This is an optimization exercise on Yosys and OpenROAD, whose aim is small area, a short achievable clock period and few clock cycles per item, not a production implementation. Only simulation tests tie the RTL to the original design; equivalence was not proved. Power and IR drop assume default switching activity.

// aq_exec
module aq_exec (
    input  wire        clk,
    input  wire        rst,
    input  wire        in_valid,
    output reg         in_ready,
    input  wire [31:0] in_insn,
    input  wire [31:0] in_a,       
    input  wire [31:0] in_b,       
    output reg         out_valid,
    input  wire        out_ready,
    output reg  [3:0]  out_rd,
    output reg         out_we,
    output reg  [31:0] out_result,
    output reg  [1:0]  out_fault   
);
Size: roughly 4500 cells after synthesis, about 260 flip-flops, roughly 140 I/O pins, about 34000 um^2 of cells after synthesis.
clock: 10.0 ns
lec_check: 0
cap_margin: 20
core_margin: 2
core_utilization: 40
slew_margin: 20
run.sh (not shown) runs the stock make flow with config.mk's settings and CLKGATE_MAP_FILE= SYNTH_SCRIPT=/design/flow/synth_recipe.tcl, a recipe that flattens the netlist after the stock synthesis.
Testbench counts at the start, summed over its fixed seeds: cycles 24,843, items 16,000.
==> next run, changes <==
--- a/flow/design.v
+++ b/flow/design.v
@@ -83,47 +83,45 @@
     reg        we1;
     reg [1:0]  f1;
     reg [31:0] a1;           
     reg [33:0] b1;           
     reg [5:0]  ca1, cb1;     
     reg [4:0]  cnt1;         
     reg        ph1;          
-    reg        al1;          
     reg        bm1;          
     reg        neg1;         
     reg        bn1;          
     reg        blk1;         
-    reg        q2f;          
     reg        v2;
     reg [31:0] x2, y2;
     reg        c2;
     reg [3:0]  rd2;
     reg        we2;
     reg [1:0]  f2;
     reg        vk;           
     reg [31:0] rk;
     reg [3:0]  rdk;
     reg        wek;
     reg [1:0]  fk;
     wire head_free = !out_valid || out_ready;
     wire s2_go     = v2 && (!vk || head_free);
-    wire s2_free   = q2f || out_ready;
+    wire s2_free   = !v2 || s2_go;
     wire s1_go     = v1 && s2_free;
     wire accept    = in_valid && in_ready;
     wire d_last  = (cnt1 == 5'd0);
     wire m_last  = (b1[31:7] == {25{b1[31]}});
-    wire s1_last = k1[K_DIV] ? (al1 && d_last) : k1[K_MUL] ? m_last : 1'b1;
+    wire s1_last = k1[K_DIV] ? (ph1 && d_last) : k1[K_MUL] ? m_last : 1'b1;
     wire [31:0] a_mag = (a1 ^ {32{a1[31]}}) + {31'd0, a1[31]};
     wire [6:0]  s_raw = {1'b0, cb1} - {1'b0, ca1} + {6'd0, a1[31]};
     wire [4:0]  dsh   = s_raw[5] ? 5'd31 : s_raw[4:0];       
     reg  [31:0] a_rev;
     always @(*) for (i = 0; i < 32; i = i + 1) a_rev[i] = a1[31-i];
     wire        sh_div = k1[K_DIV];
     wire [33:0] sh_src = sh_div ? b1 : {2'b0, k1[K_SHR] ? a_rev : a1};
-    wire [4:0]  sh_amt = sh_div ? cnt1 : b1[4:0];
+    wire [4:0]  sh_amt = sh_div ? dsh : b1[4:0];
     wire [33:0] sh_out = sh_src << sh_amt;
     reg  [31:0] sh_rev;
     always @(*) for (i = 0; i < 32; i = i + 1) sh_rev[i] = sh_out[31-i];
     wire [33:0] dd   = {2'b0, a1} + b1 + {33'd0, !bn1};
     wire        qb   = !dd[33];
     wire [31:0] rr   = qb ? dd[31:0] : a1;
     wire [31:0] q_nx = {x2[30:0], qb};
@@ -174,15 +172,15 @@
         if (k1[K_OR])  x_nx = a1 | b1[31:0];
         if (k1[K_AND]) x_nx = a1 & b1[31:0];
         if (k1[K_SHR]) x_nx = sh_rev;
         if (k1[K_SHL]) x_nx = sh_out[31:0];
         if (k1[K_LUI]) x_nx = b1[31:0];
         if (k1[K_MUL]) begin x_nx = m4a[31:0]; y_nx = m4a[63:32]; end
         if (k1[K_DIV]) begin
-            x_nx = al1 ? q_nx ^ {32{neg1 & d_last}} : 32'd0;
+            x_nx = ph1 ? q_nx ^ {32{neg1 & d_last}} : 32'd0;
             c_nx = neg1;
         end
     end
     wire [32:0] sum = {x2, 1'b1} + {y2, c2};
     wire v1_n   = accept || (v1 && !(s1_go && s1_last));
     wire v2_n   = s1_go ? s1_last : (v2 && !s2_go);
     wire v3_n   = head_free ? (vk || s2_go) : 1'b1;
@@ -191,32 +189,31 @@
     always @(*) begin
         blk1_n = blk1;
         if (accept)
             blk1_n = kind_in[K_DIV] || (kind_in[K_MUL] && !m_one);
         else if (s1_go && s1_last)
             blk1_n = 1'b0;
         else if (s1_go && k1[K_DIV])
-            blk1_n = !ph1 || (al1 ? (cnt1 != 5'd1) : (cnt1 != 5'd0));
+            blk1_n = ph1 ? (cnt1 != 5'd1) : (dsh != 5'd0);
         else if (s1_go && k1[K_MUL])
             blk1_n = !(b1[31:15] == {17{b1[31]}});
     end
     always @(posedge clk) begin
         if (rst) begin
-            v1 <= 1'b0; blk1 <= 1'b0; q2f <= 1'b1;
+            v1 <= 1'b0; blk1 <= 1'b0;
             v2 <= 1'b0;
             vk <= 1'b0;
             out_valid <= 1'b0;
             in_ready  <= 1'b1;
         end else begin
             v1 <= v1_n;
             v2 <= v2_n;
             vk <= vk_n;
             out_valid <= v3_n;
             blk1 <= blk1_n;
-            q2f  <= !v2_n || !vk_n || !v3_n;
             in_ready <= !(v1_n && v2_n && v3_n && vk_n) && !blk1_n;
         end
     end
     always @(posedge clk) begin
         if (head_free) begin
             if (vk) begin
                 out_result <= rk; out_rd <= rdk; out_we <= wek; out_fault <= fk;
@@ -237,25 +234,22 @@
             we1  <= (fault_in == 2'd0) && (rs3[3:0] != 4'd0);
             f1   <= fault_in;
             a1   <= a_in;
             b1   <= {{2{b_in[31]}}, b_in};
             ca1  <= clz_a;
             cb1  <= clz_b;
             ph1  <= 1'b0;
-            al1  <= 1'b0;
             bm1  <= 1'b0;
             neg1 <= in_a[31] ^ in_b[31];
             bn1  <= in_b[31];
         end else if (s1_go && k1[K_DIV] && !ph1) begin
             a1   <= a_mag;
+            b1   <= sh_out ^ {34{!bn1}};
             cnt1 <= dsh;
             ph1  <= 1'b1;
-        end else if (s1_go && k1[K_DIV] && !al1) begin
-            b1   <= sh_out ^ {34{!bn1}};
-            al1  <= 1'b1;
         end else if (s1_go && k1[K_DIV]) begin
             a1   <= rr;
             b1   <= {1'b1, b1[33:1]};
             cnt1 <= cnt1 - 5'd1;
         end else if (s1_go && k1[K_MUL]) begin
             a1   <= {a1[23:0], 8'd0};
             b1   <= {{8{b1[33]}}, b1[33:8]};
After rerunning:
- register-to-register slack loses 590 ps
- clock-buffer cell count went down by 4
- total power went up by well over a third
- global-route usage rose by 1.3 points
- core utilization is lower by 0.56 points
- synthesized area came out higher slightly
- wire length goes up by a few percent
Testbench counts after the change, summed over its fixed seeds: cycles 24,381, items 16,000.

========
The RTL this note starts from:
==> flow/design.v <==
module aq_exec (
    input  wire        clk,
    input  wire        rst,
    input  wire        in_valid,
    output wire        in_ready,
    input  wire [31:0] in_insn,
    input  wire [31:0] in_a,       
    input  wire [31:0] in_b,       
    output reg         out_valid,
    input  wire        out_ready,
    output reg  [3:0]  out_rd,
    output reg         out_we,
    output reg  [31:0] out_result,
    output reg  [1:0]  out_fault   
);
    localparam K_ADD = 0, K_SUB = 1, K_XOR = 2, K_OR = 3, K_AND = 4, K_SHR = 5,
               K_SHL = 6, K_LUI = 7, K_MUL = 8, K_DIV = 9;
    integer i;
    wire [5:0]  op   = in_insn[31:26];
    wire [4:0]  rs3  = in_insn[25:21];
    wire [4:0]  rs1  = in_insn[20:16];
    wire [4:0]  rs2  = in_insn[15:11];
    wire [31:0] imm  = {{16{in_insn[15]}}, in_insn[15:0]};
    wire is_rfmt = (op >= 6'd2 && op <= 6'd8) || op == 6'd30 || op == 6'd31;
    wire is_gfmt = (op >= 6'd9 && op <= 6'd13);
    wire is_lui  = (op == 6'd26);
    reg legal;
    always @(*) begin
        if (is_rfmt)      legal = !rs3[4] && !rs1[4] && !rs2[4];
        else if (is_gfmt) legal = !rs3[4] && !rs1[4];
        else if (is_lui)  legal = !rs3[4];
        else              legal = 1'b0;
    end
    wire is_div = (op == 6'd31);
    wire is_mul = (op == 6'd30);
    wire b_zero = (in_b == 32'd0);
    wire [1:0] fault_in = !legal ? 2'd2 : (is_div && b_zero) ? 2'd1 : 2'd0;
    wire [31:0] sa = in_a ^ {32{in_a[31]}};
    wire [31:0] sb = in_b ^ {32{in_b[31]}};
    reg  [5:0]  clz_a, clz_b;
    always @(*) begin
        clz_a = 6'd32;
        for (i = 0; i < 32; i = i + 1) if (sa[i]) clz_a = 6'd31 - i;
        clz_b = 6'd32;
        for (i = 0; i < 32; i = i + 1) if (sb[i]) clz_b = 6'd31 - i;
    end
    wire [6:0]  s_raw = {1'b0, clz_b} - {1'b0, clz_a} + {6'd0, in_a[31]};
    wire [4:0]  dsh   = s_raw[5] ? 5'd31 : s_raw[4:0];
    reg  [31:0] sm_a;
    always @(*) begin
        sm_a = sa;
        for (i = 30; i >= 0; i = i - 1) sm_a[i] = sm_a[i] | sm_a[i+1];
    end
    wire [31:0] lim_a  = in_a[31] ? {sm_a[30:0], 1'b1} : sm_a;
    wire        q_zero = |(sb & ~lim_a);
    wire a7  = (sa[30:7]  == 24'd0), b7  = (sb[30:7]  == 24'd0);
    wire a15 = (sa[30:15] == 16'd0), b15 = (sb[30:15] == 16'd0);
    wire a23 = (sa[30:23] == 8'd0),  b23 = (sb[30:23] == 8'd0);
    wire swap = is_mul && ((a7 && !b7) || (a15 && !b15) || (a23 && !b23));
    wire m_one = swap ? a7 : b7;        
    reg [9:0] kind_in;
    always @(*) begin
        kind_in = 10'd0;
        case (op)
            6'd2, 6'd9:   kind_in[K_ADD] = 1'b1;
            6'd3, 6'd10:  kind_in[K_SUB] = 1'b1;
            6'd4, 6'd11:  kind_in[K_XOR] = 1'b1;
            6'd5, 6'd12:  kind_in[K_OR]  = 1'b1;
            6'd6, 6'd13:  kind_in[K_AND] = 1'b1;
            6'd7:         kind_in[K_SHR] = 1'b1;
            6'd8:         kind_in[K_SHL] = 1'b1;
            6'd26:        kind_in[K_LUI] = 1'b1;
            6'd30:        kind_in[K_MUL] = 1'b1;
            6'd31:        if (!q_zero) kind_in[K_DIV] = 1'b1;  
            default: ;
        endcase
    end
    wire sel_i = is_gfmt;
    wire sel_l = is_lui;
    wire sel_b = !swap && !is_gfmt && !is_lui;
    wire [31:0] a_in = ({32{swap}} & in_b) | ({32{!swap}} & in_a);
    wire [31:0] b_in = ({32{swap}} & in_a) | ({32{sel_i}} & imm) |
                       ({32{sel_l}} & {imm[19:0], 12'd0}) | ({32{sel_b}} & in_b);
    reg        v1;
    reg [9:0]  k1;
    reg [3:0]  rd1;
    reg        we1;
    reg [1:0]  f1;
    reg [31:0] a1;           
    reg [33:0] b1;           
    reg [4:0]  cnt1;         
    reg        ph1;          
    reg        bm1;          
    reg        neg1;         
    reg        bn1;          
    reg        blk1;         
    reg        q2f;          
    reg        v2;
    reg [31:0] x2, y2;
    reg        c2;
    reg [3:0]  rd2;
    reg        we2;
    reg [1:0]  f2;
    wire head_free = !out_valid || out_ready;
    wire s2_go     = v2 && head_free;
    wire s2_free   = q2f || out_ready;
    wire s1_go     = v1 && s2_free;
    assign in_ready = !v1 || (!blk1 && s2_free);
    wire accept    = in_valid && in_ready;
    wire d_last  = (cnt1 == 5'd0);
    wire m_last  = (b1[31:7] == {25{b1[31]}});
    wire s1_last = k1[K_DIV] ? (ph1 && d_last) : k1[K_MUL] ? m_last : 1'b1;
    wire [31:0] a_mag = (a1 ^ {32{a1[31]}}) + {31'd0, a1[31]};
    reg  [31:0] a_rev;
    always @(*) for (i = 0; i < 32; i = i + 1) a_rev[i] = a1[31-i];
    wire        sh_div = k1[K_DIV];
    wire [33:0] sh_src = sh_div ? b1 : {2'b0, k1[K_SHR] ? a_rev : a1};
    wire [4:0]  sh_amt = sh_div ? cnt1 : b1[4:0];
    wire [33:0] sh_out = sh_src << sh_amt;
    reg  [31:0] sh_rev;
    always @(*) for (i = 0; i < 32; i = i + 1) sh_rev[i] = sh_out[31-i];
    wire [33:0] dd   = {2'b0, a1} + b1 + {33'd0, !bn1};
    wire        qb   = !dd[33];
    wire [31:0] rr   = qb ? dd[31:0] : a1;
    wire [31:0] q_nx = {x2[30:0], qb};
    reg  [127:0] ppf;
    reg  [31:0]  ppr;
    reg  [3:0]   bneg;
    reg  [2:0]   bg;
    reg  [32:0]  am;
    always @(*) begin
        for (i = 0; i < 4; i = i + 1) begin
            bg = {b1[2*i+1], b1[2*i], (i == 0) ? bm1 : b1[2*i-1]};
            case (bg)
                3'b001, 3'b010: am = {1'b0, a1};
                3'b011:         am = {a1, 1'b0};
                3'b100:         am = ~{a1, 1'b0};
                3'b101, 3'b110: am = ~{1'b0, a1};
                3'b111:         am = ~33'd0;
                default:        am = 33'd0;
            endcase
            bneg[i] = bg[2];
            ppr = am[31:0] << (2 * i);
            if (i > 0) ppr[2*i-2] = bneg[i-1];
            ppf[32*i +: 32] = ppr;
        end
    end
    function [63:0] csa(input [31:0] x, input [31:0] y, input [31:0] z);
        reg [31:0] s, c;
        begin
            s = x ^ y ^ z;
            c = (x & y) | (x & z) | (y & z);
            csa = {c[30:0], 1'b0, s};
        end
    endfunction
    wire [31:0] xa = ph1 ? x2 : 32'd0;
    wire [31:0] ya = ph1 ? y2 : 32'd0;
    wire [63:0] m1a = csa(ppf[31:0], ppf[63:32], ppf[95:64]);
    wire [63:0] m1b = csa(ppf[127:96], xa, ya);
    wire [63:0] m2a = csa(m1a[31:0], m1a[63:32], m1b[31:0]);
    wire [63:0] m3a = csa(m2a[31:0], m2a[63:32], m1b[63:32]);
    wire [63:0] m4a = csa(m3a[31:0], m3a[63:32], {25'd0, bneg[3], 6'd0});
    reg [31:0] x_nx, y_nx;
    reg        c_nx;
    always @(*) begin
        x_nx = 32'd0; y_nx = 32'd0; c_nx = 1'b0;
        if (k1[K_ADD]) begin x_nx = a1; y_nx = b1[31:0]; end
        if (k1[K_SUB]) begin x_nx = a1; y_nx = ~b1[31:0]; c_nx = 1'b1; end
        if (k1[K_XOR]) x_nx = a1 ^ b1[31:0];
        if (k1[K_OR])  x_nx = a1 | b1[31:0];
        if (k1[K_AND]) x_nx = a1 & b1[31:0];
        if (k1[K_SHR]) x_nx = sh_rev;
        if (k1[K_SHL]) x_nx = sh_out[31:0];
        if (k1[K_LUI]) x_nx = b1[31:0];
        if (k1[K_MUL]) begin x_nx = m4a[31:0]; y_nx = m4a[63:32]; end
        if (k1[K_DIV]) begin
            x_nx = ph1 ? q_nx ^ {32{neg1 & d_last}} : 32'd0;
            c_nx = neg1;
        end
    end
    wire [32:0] sum = {x2, 1'b1} + {y2, c2};
    wire v1_n   = accept || (v1 && !(s1_go && s1_last));
    wire v2_n   = s1_go ? s1_last : (v2 && !s2_go);
    wire v3_n   = head_free ? s2_go : 1'b1;
    reg  blk1_n;
    always @(*) begin
        blk1_n = blk1;
        if (accept)
            blk1_n = kind_in[K_DIV] || (kind_in[K_MUL] && !(a7 || b7));
        else if (s1_go && s1_last)
            blk1_n = 1'b0;
        else if (s1_go && k1[K_DIV])
            blk1_n = ph1 ? (cnt1 != 5'd1) : (cnt1 != 5'd0);
        else if (s1_go && k1[K_MUL])
            blk1_n = !(b1[31:15] == {17{b1[31]}});
    end
    always @(posedge clk) begin
        if (rst) begin
            v1 <= 1'b0; blk1 <= 1'b0; q2f <= 1'b1;
            v2 <= 1'b0;
            out_valid <= 1'b0;
        end else begin
            v1 <= v1_n;
            v2 <= v2_n;
            out_valid <= v3_n;
            blk1 <= blk1_n;
            q2f  <= !v2_n || !v3_n;
        end
    end
    wire en1 = !v1 || s2_free;                  
    wire en3 = head_free;
    wire it1 = v1 && !s1_last;                  
    always @(posedge clk) begin
        if (en3) begin
            out_result <= sum[32:1]; out_rd <= rd2; out_we <= we2; out_fault <= f2;
        end
        if (s2_free) begin
            x2 <= x_nx; y2 <= y_nx; c2 <= c_nx;
            rd2 <= rd1; we2 <= we1; f2 <= f1;
        end
        if (en1) begin
            if (!it1) begin
                k1   <= kind_in;
                rd1  <= rs3[3:0];
                we1  <= (fault_in == 2'd0) && (rs3[3:0] != 4'd0);
                f1   <= fault_in;
                a1   <= a_in;
                b1   <= {{2{b_in[31]}}, b_in};
                cnt1 <= dsh;
                ph1  <= 1'b0;
                bm1  <= 1'b0;
                neg1 <= in_a[31] ^ in_b[31];
                bn1  <= in_b[31];
            end else if (k1[K_DIV] && !ph1) begin
                a1   <= a_mag;
                b1   <= sh_out ^ {34{!bn1}};
                ph1  <= 1'b1;
            end else if (k1[K_DIV]) begin
                a1   <= rr;
                b1   <= {1'b1, b1[33:1]};
                cnt1 <= cnt1 - 5'd1;
            end else begin
                a1   <= {a1[23:0], 8'd0};
                b1   <= {{8{b1[33]}}, b1[33:8]};
                bm1  <= b1[7];
                ph1  <= 1'b1;
            end
        end
    end
endmodule
clock: 10.0 ns
lec_check: 0
abc_area: 1
cap_margin: 20
core_margin: 2
core_utilization: 40
setup_slack_margin: 5
slew_margin: 20
Testbench counts at the start, summed over its fixed seeds: cycles 24,381, items 16,000.
==> next run, changes <==
--- a/flow/design.v
+++ b/flow/design.v
@@ -44,8 +44,6 @@
         clz_b = 6'd32;
         for (i = 0; i < 32; i = i + 1) if (sb[i]) clz_b = 6'd31 - i;
     end
-    wire [6:0]  s_raw = {1'b0, clz_b} - {1'b0, clz_a} + {6'd0, in_a[31]};
-    wire [4:0]  dsh   = s_raw[5] ? 5'd31 : s_raw[4:0];
     reg  [31:0] sm_a;
     always @(*) begin
         sm_a = sa;
@@ -89,7 +87,9 @@
     reg [31:0] a1;           
     reg [33:0] b1;           
     reg [4:0]  cnt1;         
+    reg [5:0]  ca1, cb1;     
     reg        ph1;          
+    reg        al1;          
     reg        bm1;          
     reg        neg1;         
     reg        bn1;          
@@ -109,8 +109,10 @@
     wire accept    = in_valid && in_ready;
     wire d_last  = (cnt1 == 5'd0);
     wire m_last  = (b1[31:7] == {25{b1[31]}});
-    wire s1_last = k1[K_DIV] ? (ph1 && d_last) : k1[K_MUL] ? m_last : 1'b1;
+    wire s1_last = k1[K_DIV] ? (al1 && d_last) : k1[K_MUL] ? m_last : 1'b1;
     wire [31:0] a_mag = (a1 ^ {32{a1[31]}}) + {31'd0, a1[31]};
+    wire [6:0]  s_raw = {1'b0, cb1} - {1'b0, ca1} + {6'd0, a1[31]};
+    wire [4:0]  dsh   = s_raw[5] ? 5'd31 : s_raw[4:0];       
     reg  [31:0] a_rev;
     always @(*) for (i = 0; i < 32; i = i + 1) a_rev[i] = a1[31-i];
     wire        sh_div = k1[K_DIV];
@@ -174,7 +176,7 @@
         if (k1[K_LUI]) x_nx = b1[31:0];
         if (k1[K_MUL]) begin x_nx = m4a[31:0]; y_nx = m4a[63:32]; end
         if (k1[K_DIV]) begin
-            x_nx = ph1 ? q_nx ^ {32{neg1 & d_last}} : 32'd0;
+            x_nx = al1 ? q_nx ^ {32{neg1 & d_last}} : 32'd0;
             c_nx = neg1;
         end
     end
@@ -190,7 +192,7 @@
         else if (s1_go && s1_last)
             blk1_n = 1'b0;
         else if (s1_go && k1[K_DIV])
-            blk1_n = ph1 ? (cnt1 != 5'd1) : (cnt1 != 5'd0);
+            blk1_n = !ph1 || (al1 ? (cnt1 != 5'd1) : (cnt1 != 5'd0));
         else if (s1_go && k1[K_MUL])
             blk1_n = !(b1[31:15] == {17{b1[31]}});
     end
@@ -226,15 +228,20 @@
                 f1   <= fault_in;
                 a1   <= a_in;
                 b1   <= {{2{b_in[31]}}, b_in};
-                cnt1 <= dsh;
+                ca1  <= clz_a;
+                cb1  <= clz_b;
                 ph1  <= 1'b0;
+                al1  <= 1'b0;
                 bm1  <= 1'b0;
                 neg1 <= in_a[31] ^ in_b[31];
                 bn1  <= in_b[31];
             end else if (k1[K_DIV] && !ph1) begin
                 a1   <= a_mag;
+                cnt1 <= dsh;
+                ph1  <= 1'b1;
+            end else if (k1[K_DIV] && !al1) begin
                 b1   <= sh_out ^ {34{!bn1}};
-                ph1  <= 1'b1;
+                al1  <= 1'b1;
             end else if (k1[K_DIV]) begin
                 a1   <= rr;
                 b1   <= {1'b1, b1[33:1]};
Wire length fell by 2.5%.
Clock skew climbs by 7.1 ps.
Non-clock buffer count falls by 23.
Total power came out lower by about 1.2%.
Design area hardly moves.
Fmax came out higher by 3.2%.
Hold slack is about the same.
First-iteration DRC count goes down by 6.5%.
Synthesized area rose by about 2.3%.
Cell count grows by 1.6%.
Sequential share of layout area climbs by 1.2 points.
Utilization falls by 0.96 points.
Die area came out higher by about 2.3%.
Critical path depth goes down by 9.
Testbench counts after the change, summed over its fixed seeds: cycles 24,843, items 16,000.

## separate check: timing with driven ports
In the flow no input, the clock included, has a driving cell. The finished layouts below were timed again as built, in two steps. Step 1, drivers: a clkbuf_16 drives clk and a buf_2 each remaining input, both assumed. Step 2 moves the port delays by t, midway between the first and last clock arrival at a register: inputs arrive t later, outputs are due t later. That takes back most of the time a late clock gives input paths. Slacks: no drivers / after step 1 / after step 2; pairs: no drivers / after step 1.
run	t, ns	setup slack, ns	hold WS [ns]	worst setup path at the end
the first run of note 1	0.635	4.181 / 4.228 / 3.592	0.417 / 0.417 / 0.417	input to register
the second run of note 1	0.645	3.778 / 3.778 / 3.229	0.418 / 0.418 / 0.418	input to register
the first run of note 2	0.649	4.710 / 4.748 / 4.099	0.417 / 0.417 / 0.417	input to register
the second run of note 2	0.656	4.873 / 4.873 / 4.482	0.416 / 0.416 / 0.416	input to register
After both steps setup and hold are still met in every run listed. For the first run of note 2, which loses most, drivers alone change the setup slack by +0.038 ns; drivers and shift together by -0.611 ns.
